Background: an optimization exercise with open tools, aiming at small area. Do not read the settings as production practice. The RTL was checked by simulation tests, not by an equivalence proof against the original design. The clock port is modelled as an ideal driver, which makes a skipped or thinned clock tree look cheaper than it is; a real chip needs a root buffer or a tree. No activity file was given, so power comes from the tool's default toggle rates.

==> module dso_ctrl, before the edit <==
module dso_ctrl #(
    parameter SETTLE_CYCLES = 1000,    
    parameter MAX_SAMPLES   = 65535
) (
    input  wire       clk,
    input  wire       rst,           
    input  wire       rx_valid,
    input  wire [7:0] rx_data,
    output wire       rx_ready,
    output wire       tx_valid,
    output wire [7:0] tx_data,
    input  wire       tx_ready,
    output reg        baud_fast,     
    output wire       baud_init,     
    output wire       ref_cfg,       
    output wire [7:0] line_oe,
    output wire [7:0] line_out,
    input  wire       fill,
    input  wire [7:0] data_bus,
    output wire       spi_sck,
    output wire       spi_mosi,
    input  wire       spi_miso
);
    localparam [3:0]
        P_BOOT  = 4'd0,     
        P_FETCH = 4'd1,     
        P_PARAM = 4'd2,     
        P_VER   = 4'd3,     
        P_MUL   = 4'd4,     
        P_SPI   = 4'd5,     
        P_BAUD  = 4'd6,     
        P_CAPP  = 4'd7,     
        P_CAPW  = 4'd8,     
        P_XPOLL = 4'd10,    
        P_XCLK1 = 4'd11,    
        P_XCLK0 = 4'd12,    
        P_XSEND = 4'd13;    
    reg  [3:0]  ph;
    reg  [15:0] c;
    reg         edge_lvl;
    reg         sel_oe, sel_out;    
    wire boot  = (ph == P_BOOT);
    wire fetch = (ph == P_FETCH);
    wire param = (ph == P_PARAM);
    wire ver   = (ph == P_VER);
    wire mul   = (ph == P_MUL);
    wire spi   = (ph == P_SPI);
    wire baud  = (ph == P_BAUD);
    wire capp  = (ph == P_CAPP);
    wire capw  = (ph == P_CAPW);
    wire xpoll = (ph == P_XPOLL);
    wire xclk1 = (ph == P_XCLK1);
    wire xclk0 = (ph == P_XCLK0);
    wire xsend = (ph == P_XSEND);
    assign rx_ready = fetch | param | (capw & c[11]) | xpoll;
    assign tx_valid = ver | xsend;
    wire stop_byte = rx_valid & (rx_data == 8'h6E);
    localparam [127:0] VER_STR = {
        8'h0A, 8'h30, 8'h2E, 8'h32, 8'h20, 8'h6E, 8'h6F, 8'h69,
        8'h73, 8'h72, 8'h65, 8'h56, 8'h20, 8'h4F, 8'h53, 8'h44};
    wire [7:0] ver_byte = c[11] ? 8'h43 : VER_STR[{c[3:0], 3'b000} +: 8];
    assign tx_data = xsend ? data_bus : ver_byte;
    wire [3:0] bs = c[3:0];
    assign line_oe[0] = ~boot | (bs > 4'd0);
    assign line_oe[1] = ~boot | (bs > 4'd1);
    assign line_oe[2] = ~boot | (bs > 4'd2);
    assign line_oe[3] = ~boot | (bs > 4'd3);
    assign line_oe[4] = ~boot | (bs > 4'd4);
    wire s0_first  = mul;                        
    wire s0_second = mul & (c[1:0] != 2'd0);     
    wire s1_first  = mul & c[1];
    wire s1_second = mul & (c[1:0] == 2'd3);
    assign line_oe[5] = s0_second ? c[13] : s0_first ? (sel_oe & c[13]) : sel_oe;
    assign line_oe[6] = s1_second ? c[13] : s1_first ? (sel_oe & c[13]) : sel_oe;
    assign line_oe[7] = ~boot | (bs > 4'd6);
    assign line_out[0] = capp & (c[1:0] == 2'd0);
    assign line_out[1] = capp & (c[1:0] == 2'd2) & c[14];    
    assign line_out[2] = xpoll | xclk1 | xclk0 | xsend;
    assign line_out[3] = xclk1;
    assign line_out[4] = edge_lvl;
    assign line_out[5] = s0_second ? c[9] : s0_first ? (c[13] ? c[9] : sel_out) : sel_out;
    assign line_out[6] = s1_second ? c[9] : s1_first ? (c[13] ? c[9] : sel_out) : sel_out;
    assign line_out[7] = ~spi & (~boot | (bs > 4'd5));
    assign ref_cfg   = boot & c[3];
    assign baud_init = baud;
    wire [7:0]  p_byte   = {c[11], ~c[8], ~c[15], ~c[10], c[9], c[14], ~c[13], ~c[12]};
    wire [15:0] dac_word = {4'b0011, p_byte, 4'b0000};
    assign spi_mosi = dac_word[~c[4:1]];
    assign spi_sck  = spi & c[0];
    wire c_load = fetch | (param & rx_valid);
    wire [7:0] rx_perm = {rx_data[5], rx_data[2], rx_data[1], rx_data[0],
                          rx_data[7], rx_data[4], rx_data[3], rx_data[6]} ^ 8'hB5;
    wire c_inc  = boot | mul | spi | capp | (capw & ~c[11]) | xpoll | (ver & tx_ready);
    wire [16:0] cy;
    assign cy[0] = c_inc;
    genvar gi;
    generate for (gi = 0; gi < 16; gi = gi + 1) begin : g_inc
        assign cy[gi+1] = cy[gi] & c[gi];
    end endgenerate
    wire [15:0] c_nxt = c ^ cy[15:0];
    wire p_mul_ok = (rx_data == 8'h02) | (rx_data == 8'h04) | (rx_data == 8'h08);
    always @(posedge clk) begin
        if (rst) begin
            ph        <= P_BOOT;
            c         <= 16'd0;
            edge_lvl  <= 1'b0;
            baud_fast <= 1'b0;
            sel_oe    <= 1'b0;
            sel_out   <= 1'b0;
        end else begin
            if (c_load)     c <= {rx_perm, 8'h00};
            else            c <= c_nxt;
            case (ph)
                P_BOOT:  if (c[3]) ph <= P_BAUD;
                P_BAUD:  ph <= P_FETCH;
                P_FETCH: if (rx_valid) begin
                    case (rx_data)
                        8'h76:   ph <= P_VER;
                        8'h72,
                        8'h74,
                        8'h69:   ph <= P_PARAM;
                        8'h43,
                        8'h66:   ph <= P_CAPP;
                        8'h73:   ph <= P_XPOLL;
                        8'h42:   begin baud_fast <= ~baud_fast; ph <= P_BAUD; end
                        default: ph <= P_FETCH;
                    endcase
                end
                P_PARAM: if (rx_valid) begin
                    ph <= P_FETCH;
                    if (~c[13]) begin                
                        if (p_mul_ok) ph <= P_MUL;
                    end else if (c[14]) begin        
                        ph <= P_SPI;
                    end else begin                   
                        if (rx_data == 8'h72) edge_lvl <= 1'b0;
                        if (rx_data == 8'h66) edge_lvl <= 1'b1;
                    end
                end
                P_VER:   if ((tx_ready && c[11]) || cy[4]) ph <= P_FETCH;    
                P_MUL: if (cy[2]) begin                  
                    sel_oe  <= c[13];
                    sel_out <= c[9];
                    ph      <= P_FETCH;
                end
                P_SPI:   if (cy[5]) ph <= P_FETCH;           
                P_CAPP:  if (cy[2]) ph <= P_CAPW;            
                P_CAPW:  if (c[11] && (fill || stop_byte)) ph <= P_VER;
                P_XPOLL: if (stop_byte || cy[16]) ph <= P_FETCH;    
                         else ph <= P_XCLK1;
                P_XCLK1: ph <= P_XCLK0;
                P_XCLK0: ph <= P_XSEND;
                P_XSEND: if (tx_ready) ph <= P_XPOLL;
                default: ph <= P_FETCH;
            endcase
        end
    end
    wire unused_ok = &{1'b0, spi_miso};
endmodule
clock: 10.0 ns
lec_check: 0
abc_area: 1
cap_margin: 20
core_margin: 2
core_utilization: 40
slew_margin: 20
standard.sh (not shown) runs the stock make flow with config.mk's settings and CLKGATE_MAP_FILE= SYNTH_SCRIPT=/design/flow/synth_recipe.tcl, a recipe that flattens the netlist after the stock synthesis.
==> flow/flow/run.sh <==
#!/bin/bash
# The standard layout (standard.sh), with these changes:
# - synthesis maps the logic with area-oriented ABC scripts (flow/synth.tcl,
#   flow/abc*.script: area mapping, some after deep AIG resynthesis); each is
#   run, and the one whose netlist is smallest is kept. No half-adder cells
#   are extracted before ABC. The registers are the standard synthesis's in
#   every case;
# - combinational cells that synthesis sized up are set back to the smallest
#   size before floorplan (flow/downsize.tcl); placement repair sizes up
#   again what slew, capacitance or timing need;
# - the ports get the smallest buffer, sky130_fd_sc_hd__buf_1;
# - the clock tree has no dummy loads, and after CTS one buffer drives all
#   the registers' clock pins (flow/post_cts.tcl).
# Each tool's output goes to a log file of its own here.
set -euo pipefail
export ROOT_CLKBUF=sky130_fd_sc_hd__buf_12
export RESULTS=$PWD/orfs/results/$FLOW_PLATFORM/dso_ctrl/base
ARGS=("SYNTH_SCRIPT=$PWD/flow/synth.tcl"
      "BUFFER_PORTS_ARGS=-buffer_cell sky130_fd_sc_hd__buf_1"
      "POST_CTS_TCL=$PWD/flow/post_cts.tcl"
      "CTS_ARGS=-sink_clustering_enable -repair_clock_nets -dont_use_dummy_load -buf_list {sky130_fd_sc_hd__clkbuf_8}")
best=""
best_area=""
mkdir -p synth_candidates
for s in flow/abc*.script; do
  n=$(basename "$s" .script)
  export OWN_ABC_SCRIPT=$PWD/$s
  rm -rf orfs
  bash standard.sh "${ARGS[@]}" synth > "synth_$n.log" 2>&1
  openroad -no_init -exit flow/downsize.tcl > "downsize_$n.log" 2>&1
  a=$(sed -n 's/^DSAREA //p' "downsize_$n.log")
  echo "$n $a" >> synth_candidates/areas.txt
  rm -rf "synth_candidates/$n"
  cp -a orfs "synth_candidates/$n"
  if [[ -z "$best" ]] || awk -v a="$a" -v b="$best_area" 'BEGIN { exit !(a < b) }'; then
    best=$n
    best_area=$a
  fi
done
echo "kept $best $best_area" >> synth_candidates/areas.txt
rm -rf orfs
cp -a "synth_candidates/$best" orfs
rm -rf synth_candidates/abc*
bash standard.sh "${ARGS[@]}" finish > standard_flow.log 2>&1
Other scripts of this flow, unchanged in this note and not shown: flow/flow/abc1.script, flow/flow/abc2.script, flow/flow/abc3.script, flow/flow/abc4.script, flow/flow/abc5.script, flow/flow/downsize.tcl, flow/flow/post_cts.tcl, flow/flow/synth.tcl
Edit:
--- a/flow/design.v
+++ b/flow/design.v
@@ -25,5 +25,7 @@
         P_BOOT  = 4'd0,     
         P_FETCH = 4'd1,     
-        P_PARAM = 4'd2,     
+        P_PARR  = 4'd2,     
+        P_PART  = 4'd14,    
+        P_PARI  = 4'd15,    
         P_VER   = 4'd3,     
         P_MUL   = 4'd4,     
@@ -42,5 +44,8 @@
     wire boot  = (ph == P_BOOT);
     wire fetch = (ph == P_FETCH);
-    wire param = (ph == P_PARAM);
+    wire parr  = (ph == P_PARR);
+    wire part  = (ph == P_PART);
+    wire pari  = (ph == P_PARI);
+    wire param = parr | part | pari;
     wire ver   = (ph == P_VER);
     wire mul   = (ph == P_MUL);
@@ -88,5 +93,5 @@
     assign spi_mosi = dac_word[~c[4:1]];
     assign spi_sck  = spi & c[0];
-    wire c_load = fetch | (param & rx_valid);
+    wire c_load = fetch | param;
     wire [7:0] rx_perm = {rx_data[5], rx_data[2], rx_data[1], rx_data[0],
                           rx_data[7], rx_data[4], rx_data[3], rx_data[6]} ^ 8'hB5;
@@ -101,7 +106,11 @@
     wire p_mul_ok = (rx_data == 8'h02) | (rx_data == 8'h04) | (rx_data == 8'h08);
     always @(posedge clk) begin
+        if (rst)         c[3:0] <= 4'd0;
+        else if (c_load) c[3:0] <= 4'd0;
+        else             c[3:0] <= c_nxt[3:0];
+        if (c_load) c[15:4] <= {rx_perm, 4'h0};
+        else        c[15:4] <= c_nxt[15:4];
         if (rst) begin
             ph        <= P_BOOT;
-            c         <= 16'd0;
             edge_lvl  <= 1'b0;
             baud_fast <= 1'b0;
@@ -109,6 +118,4 @@
             sel_out   <= 1'b0;
         end else begin
-            if (c_load)     c <= {rx_perm, 8'h00};
-            else            c <= c_nxt;
             case (ph)
                 P_BOOT:  if (c[3]) ph <= P_BAUD;
@@ -117,7 +124,7 @@
                     case (rx_data)
                         8'h76:   ph <= P_VER;
-                        8'h72,
-                        8'h74,
-                        8'h69:   ph <= P_PARAM;
+                        8'h72:   ph <= P_PARR;
+                        8'h74:   ph <= P_PART;
+                        8'h69:   ph <= P_PARI;
                         8'h43,
                         8'h66:   ph <= P_CAPP;
@@ -127,14 +134,10 @@
                     endcase
                 end
-                P_PARAM: if (rx_valid) begin
+                P_PARR:  if (rx_valid) ph <= p_mul_ok ? P_MUL : P_FETCH;
+                P_PART:  if (rx_valid) ph <= P_SPI;
+                P_PARI:  if (rx_valid) begin
                     ph <= P_FETCH;
-                    if (~c[13]) begin                
-                        if (p_mul_ok) ph <= P_MUL;
-                    end else if (c[14]) begin        
-                        ph <= P_SPI;
-                    end else begin                   
-                        if (rx_data == 8'h72) edge_lvl <= 1'b0;
-                        if (rx_data == 8'h66) edge_lvl <= 1'b1;
-                    end
+                    if (rx_data == 8'h72) edge_lvl <= 1'b0;
+                    if (rx_data == 8'h66) edge_lvl <= 1'b1;
                 end
                 P_VER:   if ((tx_ready && c[11]) || cy[4]) ph <= P_FETCH;    
After rerunning:
- flip-flop and latch count is unchanged
- cell count went down by 1.1%
- via count goes down by 1.3%
- first-iteration DRC count grows by 24%
- routed wire length is lower by 4.6%
- critical path depth increases by 1
- non-clock buffer count is higher by 1

* * *

Setup of the baseline:
The RTL this note starts from:
==> flow/design.v <==
module dso_ctrl #(
    parameter SETTLE_CYCLES = 1000,    
    parameter MAX_SAMPLES   = 65535
) (
    input  wire       clk,
    input  wire       rst,           
    input  wire       rx_valid,
    input  wire [7:0] rx_data,
    output wire       rx_ready,
    output wire       tx_valid,
    output wire [7:0] tx_data,
    input  wire       tx_ready,
    output reg        baud_fast,     
    output wire       baud_init,     
    output wire       ref_cfg,       
    output wire [7:0] line_oe,
    output wire [7:0] line_out,
    input  wire       fill,
    input  wire [7:0] data_bus,
    output wire       spi_sck,
    output wire       spi_mosi,
    input  wire       spi_miso
);
    localparam [3:0]
        P_BOOT  = 4'd0,     
        P_FETCH = 4'd1,     
        P_PARAM = 4'd2,     
        P_VER   = 4'd3,     
        P_MUL   = 4'd4,     
        P_SPI   = 4'd5,     
        P_BAUD  = 4'd6,     
        P_CAPP  = 4'd7,     
        P_CAPW  = 4'd8,     
        P_XPOLL = 4'd10,    
        P_XCLK1 = 4'd11,    
        P_XCLK0 = 4'd12,    
        P_XSEND = 4'd13;    
    reg  [3:0]  ph;
    reg  [15:0] c;
    reg         edge_lvl;
    reg         sel_oe, sel_out;    
    wire boot  = (ph == P_BOOT);
    wire fetch = (ph == P_FETCH);
    wire param = (ph == P_PARAM);
    wire ver   = (ph == P_VER);
    wire mul   = (ph == P_MUL);
    wire spi   = (ph == P_SPI);
    wire baud  = (ph == P_BAUD);
    wire capp  = (ph == P_CAPP);
    wire capw  = (ph == P_CAPW);
    wire xpoll = (ph == P_XPOLL);
    wire xclk1 = (ph == P_XCLK1);
    wire xclk0 = (ph == P_XCLK0);
    wire xsend = (ph == P_XSEND);
    assign rx_ready = fetch | param | (capw & c[11]) | xpoll;
    assign tx_valid = ver | xsend;
    wire stop_byte = rx_valid & (rx_data == 8'h6E);
    localparam [127:0] VER_STR = {
        8'h0A, 8'h30, 8'h2E, 8'h32, 8'h20, 8'h6E, 8'h6F, 8'h69,
        8'h73, 8'h72, 8'h65, 8'h56, 8'h20, 8'h4F, 8'h53, 8'h44};
    wire [7:0] ver_byte = c[11] ? 8'h43 : VER_STR[{c[3:0], 3'b000} +: 8];
    assign tx_data = xsend ? data_bus : ver_byte;
    wire [3:0] bs = c[3:0];
    assign line_oe[0] = ~boot | (bs > 4'd0);
    assign line_oe[1] = ~boot | (bs > 4'd1);
    assign line_oe[2] = ~boot | (bs > 4'd2);
    assign line_oe[3] = ~boot | (bs > 4'd3);
    assign line_oe[4] = ~boot | (bs > 4'd4);
    wire s0_first  = mul;                        
    wire s0_second = mul & (c[1:0] != 2'd0);     
    wire s1_first  = mul & c[1];
    wire s1_second = mul & (c[1:0] == 2'd3);
    assign line_oe[5] = s0_second ? ~c[13] : s0_first ? (sel_oe & ~c[13]) : sel_oe;
    assign line_oe[6] = s1_second ? ~c[13] : s1_first ? (sel_oe & ~c[13]) : sel_oe;
    assign line_oe[7] = ~boot | (bs > 4'd6);
    assign line_out[0] = capp & (c[1:0] == 2'd0);
    assign line_out[1] = capp & (c[1:0] == 2'd2) & c[15];    
    assign line_out[2] = xpoll | xclk1 | xclk0 | xsend;
    assign line_out[3] = xclk1;
    assign line_out[4] = edge_lvl;
    assign line_out[5] = s0_second ? c[9] : s0_first ? (c[13] ? sel_out : c[9]) : sel_out;
    assign line_out[6] = s1_second ? c[9] : s1_first ? (c[13] ? sel_out : c[9]) : sel_out;
    assign line_out[7] = ~spi & (~boot | (bs > 4'd5));
    assign ref_cfg   = boot & c[3];
    assign baud_init = baud;
    wire [7:0]  p_byte   = {c[11], c[8], c[15], c[10], c[9], c[14], c[13], c[12]};
    wire [15:0] dac_word = {4'b0011, p_byte, 4'b0000};
    assign spi_mosi = dac_word[~c[4:1]];
    assign spi_sck  = spi & c[0];
    wire c_load = fetch | (param & rx_valid);
    wire [7:0] rx_perm = {rx_data[5], rx_data[2], rx_data[1], rx_data[0],
                          rx_data[7], rx_data[4], rx_data[3], rx_data[6]};
    wire c_inc  = boot | mul | spi | capp | (capw & ~c[11]) | ((ver | xsend) & tx_ready);
    wire [16:0] cy;
    assign cy[0] = c_inc;
    genvar gi;
    generate for (gi = 0; gi < 16; gi = gi + 1) begin : g_inc
        assign cy[gi+1] = cy[gi] & c[gi];
    end endgenerate
    wire [15:0] c_nxt = c ^ cy[15:0];
    wire p_mul_ok = (rx_data == 8'h02) | (rx_data == 8'h04) | (rx_data == 8'h08);
    always @(posedge clk) begin
        if (rst) begin
            ph        <= P_BOOT;
            c         <= 16'd0;
            edge_lvl  <= 1'b0;
            baud_fast <= 1'b0;
            sel_oe    <= 1'b0;
            sel_out   <= 1'b0;
        end else begin
            if (c_load)     c <= {rx_perm, 8'h00};
            else            c <= c_nxt;
            case (ph)
                P_BOOT:  if (c[3]) ph <= P_BAUD;
                P_BAUD:  ph <= P_FETCH;
                P_FETCH: if (rx_valid) begin
                    case (rx_data)
                        8'h76:   ph <= P_VER;
                        8'h72,
                        8'h74,
                        8'h69:   ph <= P_PARAM;
                        8'h43,
                        8'h66:   ph <= P_CAPP;
                        8'h73:   ph <= P_XPOLL;
                        8'h42:   begin baud_fast <= ~baud_fast; ph <= P_BAUD; end
                        default: ph <= P_FETCH;
                    endcase
                end
                P_PARAM: if (rx_valid) begin
                    ph <= P_FETCH;
                    if (c[13]) begin                 
                        if (p_mul_ok) ph <= P_MUL;
                    end else if (c[14]) begin        
                        ph <= P_SPI;
                    end else begin                   
                        if (rx_data == 8'h72) edge_lvl <= 1'b0;
                        if (rx_data == 8'h66) edge_lvl <= 1'b1;
                    end
                end
                P_VER:   if (tx_ready && (c[11] || c[3:0] == 4'd15)) ph <= P_FETCH;
                P_MUL: if (c[1:0] == 2'd3) begin
                    sel_oe  <= ~c[13];
                    sel_out <= c[9];
                    ph      <= P_FETCH;
                end
                P_SPI:   if (c[4:0] == 5'd31) ph <= P_FETCH;
                P_CAPP:  if (c[1:0] == 2'd3) ph <= P_CAPW;
                P_CAPW:  if (c[11] && (fill || stop_byte)) ph <= P_VER;
                P_XPOLL: if (stop_byte || c == 16'hB4FF) ph <= P_FETCH;
                         else ph <= P_XCLK1;
                P_XCLK1: ph <= P_XCLK0;
                P_XCLK0: ph <= P_XSEND;
                P_XSEND: if (tx_ready) ph <= P_XPOLL;
                default: ph <= P_FETCH;
            endcase
        end
    end
    wire unused_ok = &{1'b0, spi_miso};
endmodule
export LEC_CHECK = 0
export ABC_AREA = 1
export CAP_MARGIN = 20
export CORE_MARGIN = 2
export CORE_UTILIZATION = 40
export SLEW_MARGIN = 20
create_clock -name core_clock -period 10.0 [get_ports {clk}]
==> flow/flow/run.sh <==
#!/bin/bash
# The standard layout (standard.sh), with these changes:
# - synthesis maps the logic with an area-oriented ABC script (flow/synth.tcl,
#   flow/abc.script); the registers are the standard synthesis's;
# - combinational cells that synthesis sized up are set back to the smallest
#   size before floorplan (flow/downsize.tcl); placement repair sizes up
#   again what slew, capacitance or timing need;
# - the ports get the smallest buffer, sky130_fd_sc_hd__buf_1;
# - the clock tree has no dummy loads.
# Each tool's output goes to a log file of its own here.
set -euo pipefail
export OWN_ABC_SCRIPT=$PWD/flow/abc.script
ARGS=("SYNTH_SCRIPT=$PWD/flow/synth.tcl"
      "BUFFER_PORTS_ARGS=-buffer_cell sky130_fd_sc_hd__buf_1"
      "CTS_ARGS=-sink_clustering_enable -repair_clock_nets -dont_use_dummy_load -buf_list {sky130_fd_sc_hd__clkbuf_8}")
bash standard.sh "${ARGS[@]}" synth > synth.log 2>&1
export RESULTS=$PWD/orfs/results/$FLOW_PLATFORM/dso_ctrl/base
openroad -no_init -exit flow/downsize.tcl > downsize.log 2>&1
bash standard.sh "${ARGS[@]}" finish > standard_flow.log 2>&1
Other scripts of this flow, unchanged in this note and not shown: flow/flow/abc.script, flow/flow/downsize.tcl, flow/flow/synth.tcl
Input changes introduced in the candidate (baseline for comparison: the baseline):
diff --git a/flow/design.v b/flow/design.v
--- a/flow/design.v
+++ b/flow/design.v
@@ -68,31 +68,31 @@
     assign line_oe[4] = ~boot | (bs > 4'd4);
     wire s0_first  = mul;                        
     wire s0_second = mul & (c[1:0] != 2'd0);     
     wire s1_first  = mul & c[1];
     wire s1_second = mul & (c[1:0] == 2'd3);
-    assign line_oe[5] = s0_second ? ~c[13] : s0_first ? (sel_oe & ~c[13]) : sel_oe;
-    assign line_oe[6] = s1_second ? ~c[13] : s1_first ? (sel_oe & ~c[13]) : sel_oe;
+    assign line_oe[5] = s0_second ? c[13] : s0_first ? (sel_oe & c[13]) : sel_oe;
+    assign line_oe[6] = s1_second ? c[13] : s1_first ? (sel_oe & c[13]) : sel_oe;
     assign line_oe[7] = ~boot | (bs > 4'd6);
     assign line_out[0] = capp & (c[1:0] == 2'd0);
-    assign line_out[1] = capp & (c[1:0] == 2'd2) & c[15];    
+    assign line_out[1] = capp & (c[1:0] == 2'd2) & c[14];    
     assign line_out[2] = xpoll | xclk1 | xclk0 | xsend;
     assign line_out[3] = xclk1;
     assign line_out[4] = edge_lvl;
-    assign line_out[5] = s0_second ? c[9] : s0_first ? (c[13] ? sel_out : c[9]) : sel_out;
-    assign line_out[6] = s1_second ? c[9] : s1_first ? (c[13] ? sel_out : c[9]) : sel_out;
+    assign line_out[5] = s0_second ? c[9] : s0_first ? (c[13] ? c[9] : sel_out) : sel_out;
+    assign line_out[6] = s1_second ? c[9] : s1_first ? (c[13] ? c[9] : sel_out) : sel_out;
     assign line_out[7] = ~spi & (~boot | (bs > 4'd5));
     assign ref_cfg   = boot & c[3];
     assign baud_init = baud;
-    wire [7:0]  p_byte   = {c[11], c[8], c[15], c[10], c[9], c[14], c[13], c[12]};
+    wire [7:0]  p_byte   = {c[11], ~c[8], ~c[15], ~c[10], c[9], c[14], ~c[13], ~c[12]};
     wire [15:0] dac_word = {4'b0011, p_byte, 4'b0000};
     assign spi_mosi = dac_word[~c[4:1]];
     assign spi_sck  = spi & c[0];
     wire c_load = fetch | (param & rx_valid);
     wire [7:0] rx_perm = {rx_data[5], rx_data[2], rx_data[1], rx_data[0],
-                          rx_data[7], rx_data[4], rx_data[3], rx_data[6]};
-    wire c_inc  = boot | mul | spi | capp | (capw & ~c[11]) | ((ver | xsend) & tx_ready);
+                          rx_data[7], rx_data[4], rx_data[3], rx_data[6]} ^ 8'hB5;
+    wire c_inc  = boot | mul | spi | capp | (capw & ~c[11]) | xpoll | (ver & tx_ready);
     wire [16:0] cy;
     assign cy[0] = c_inc;
     genvar gi;
     generate for (gi = 0; gi < 16; gi = gi + 1) begin : g_inc
         assign cy[gi+1] = cy[gi] & c[gi];
@@ -126,29 +126,29 @@
                         default: ph <= P_FETCH;
                     endcase
                 end
                 P_PARAM: if (rx_valid) begin
                     ph <= P_FETCH;
-                    if (c[13]) begin                 
+                    if (~c[13]) begin                
                         if (p_mul_ok) ph <= P_MUL;
                     end else if (c[14]) begin        
                         ph <= P_SPI;
                     end else begin                   
                         if (rx_data == 8'h72) edge_lvl <= 1'b0;
                         if (rx_data == 8'h66) edge_lvl <= 1'b1;
                     end
                 end
-                P_VER:   if (tx_ready && (c[11] || c[3:0] == 4'd15)) ph <= P_FETCH;
-                P_MUL: if (c[1:0] == 2'd3) begin
-                    sel_oe  <= ~c[13];
+                P_VER:   if ((tx_ready && c[11]) || cy[4]) ph <= P_FETCH;    
+                P_MUL: if (cy[2]) begin                  
+                    sel_oe  <= c[13];
                     sel_out <= c[9];
                     ph      <= P_FETCH;
                 end
-                P_SPI:   if (c[4:0] == 5'd31) ph <= P_FETCH;
-                P_CAPP:  if (c[1:0] == 2'd3) ph <= P_CAPW;
+                P_SPI:   if (cy[5]) ph <= P_FETCH;           
+                P_CAPP:  if (cy[2]) ph <= P_CAPW;            
                 P_CAPW:  if (c[11] && (fill || stop_byte)) ph <= P_VER;
-                P_XPOLL: if (stop_byte || c == 16'hB4FF) ph <= P_FETCH;
+                P_XPOLL: if (stop_byte || cy[16]) ph <= P_FETCH;    
                          else ph <= P_XCLK1;
                 P_XCLK1: ph <= P_XCLK0;
                 P_XCLK0: ph <= P_XSEND;
                 P_XSEND: if (tx_ready) ph <= P_XPOLL;
                 default: ph <= P_FETCH;
## What came out
The candidate — critical path depth 2 higher, the baseline as reference
The baseline → the candidate: clock sink count about even, maximum net fanout on the critical path rose by 2, share of the core filled with cells in the final layout saw an increase, ratio of cells with drive above 1 in the final layout down 0.61 points, final period demand of the worst path +0.70 ns.
In the candidate the design area turned out 2.4% lower than in the baseline.
The candidate reports a lower total power draw than the baseline does.
Summary: with the baseline as the reference, filler cell count in the final layout in the candidate moved down by a few percent.
Against the baseline as the reference, the candidate delivers a lower total die area.
Comparing the candidate and the baseline, the higher combinational share of power is on the baseline.
The candidate ended with every stage complete and zero timing, DRC or antenna violations.
The candidate and the baseline ended up with roughly the same wire length.
NOTE: area growth from synthesis to layout in the candidate falls short of that of the baseline
Compared to the baseline, the candidate has cell area after placement 2.5% lower.

port drivers added, routing unchanged:
In the flow no input, the clock included, has a driving cell. The finished layouts below were timed again as built, in two steps.
Step 1: set_driving_cell puts a clkbuf_16 on clk and a buf_2 on each other input, an assumption about the parent block.
Step 2, shift: input delay + t, output delay - t, t = (earliest + latest rising clock arrival at the registers) / 2. This alone moves slack from input paths to output paths.
a / b / c = no drivers / after step 1 / after step 2; a / b = the first two.
run | t (ns) | slack for setup (ns) | latest minus earliest clock arrival (ns) | worst slew at a driven data input, ns | cell pins on the clock port's net
the first run of note 1 | 0.161 | 4.791 / 4.800 / 4.640 | 0.001 / 0.001 | 0.03 | 1
the second run of note 1 | 0.168 | 4.724 / 4.731 / 4.563 | 0.004 / 0.005 | 0.03 | 1
the baseline | 0.282 | 4.766 / 4.762 / 4.479 | 0.004 / 0.005 | 0.03 | 1
the candidate | 0.286 | 4.069 / 4.070 / 3.783 | 0.011 / 0.011 | 0.03 | 1
After both steps setup and hold are still met in every run listed. The setup slack of the baseline, which loses most, moves by -0.004 ns with the drivers and by -0.287 ns with both steps.
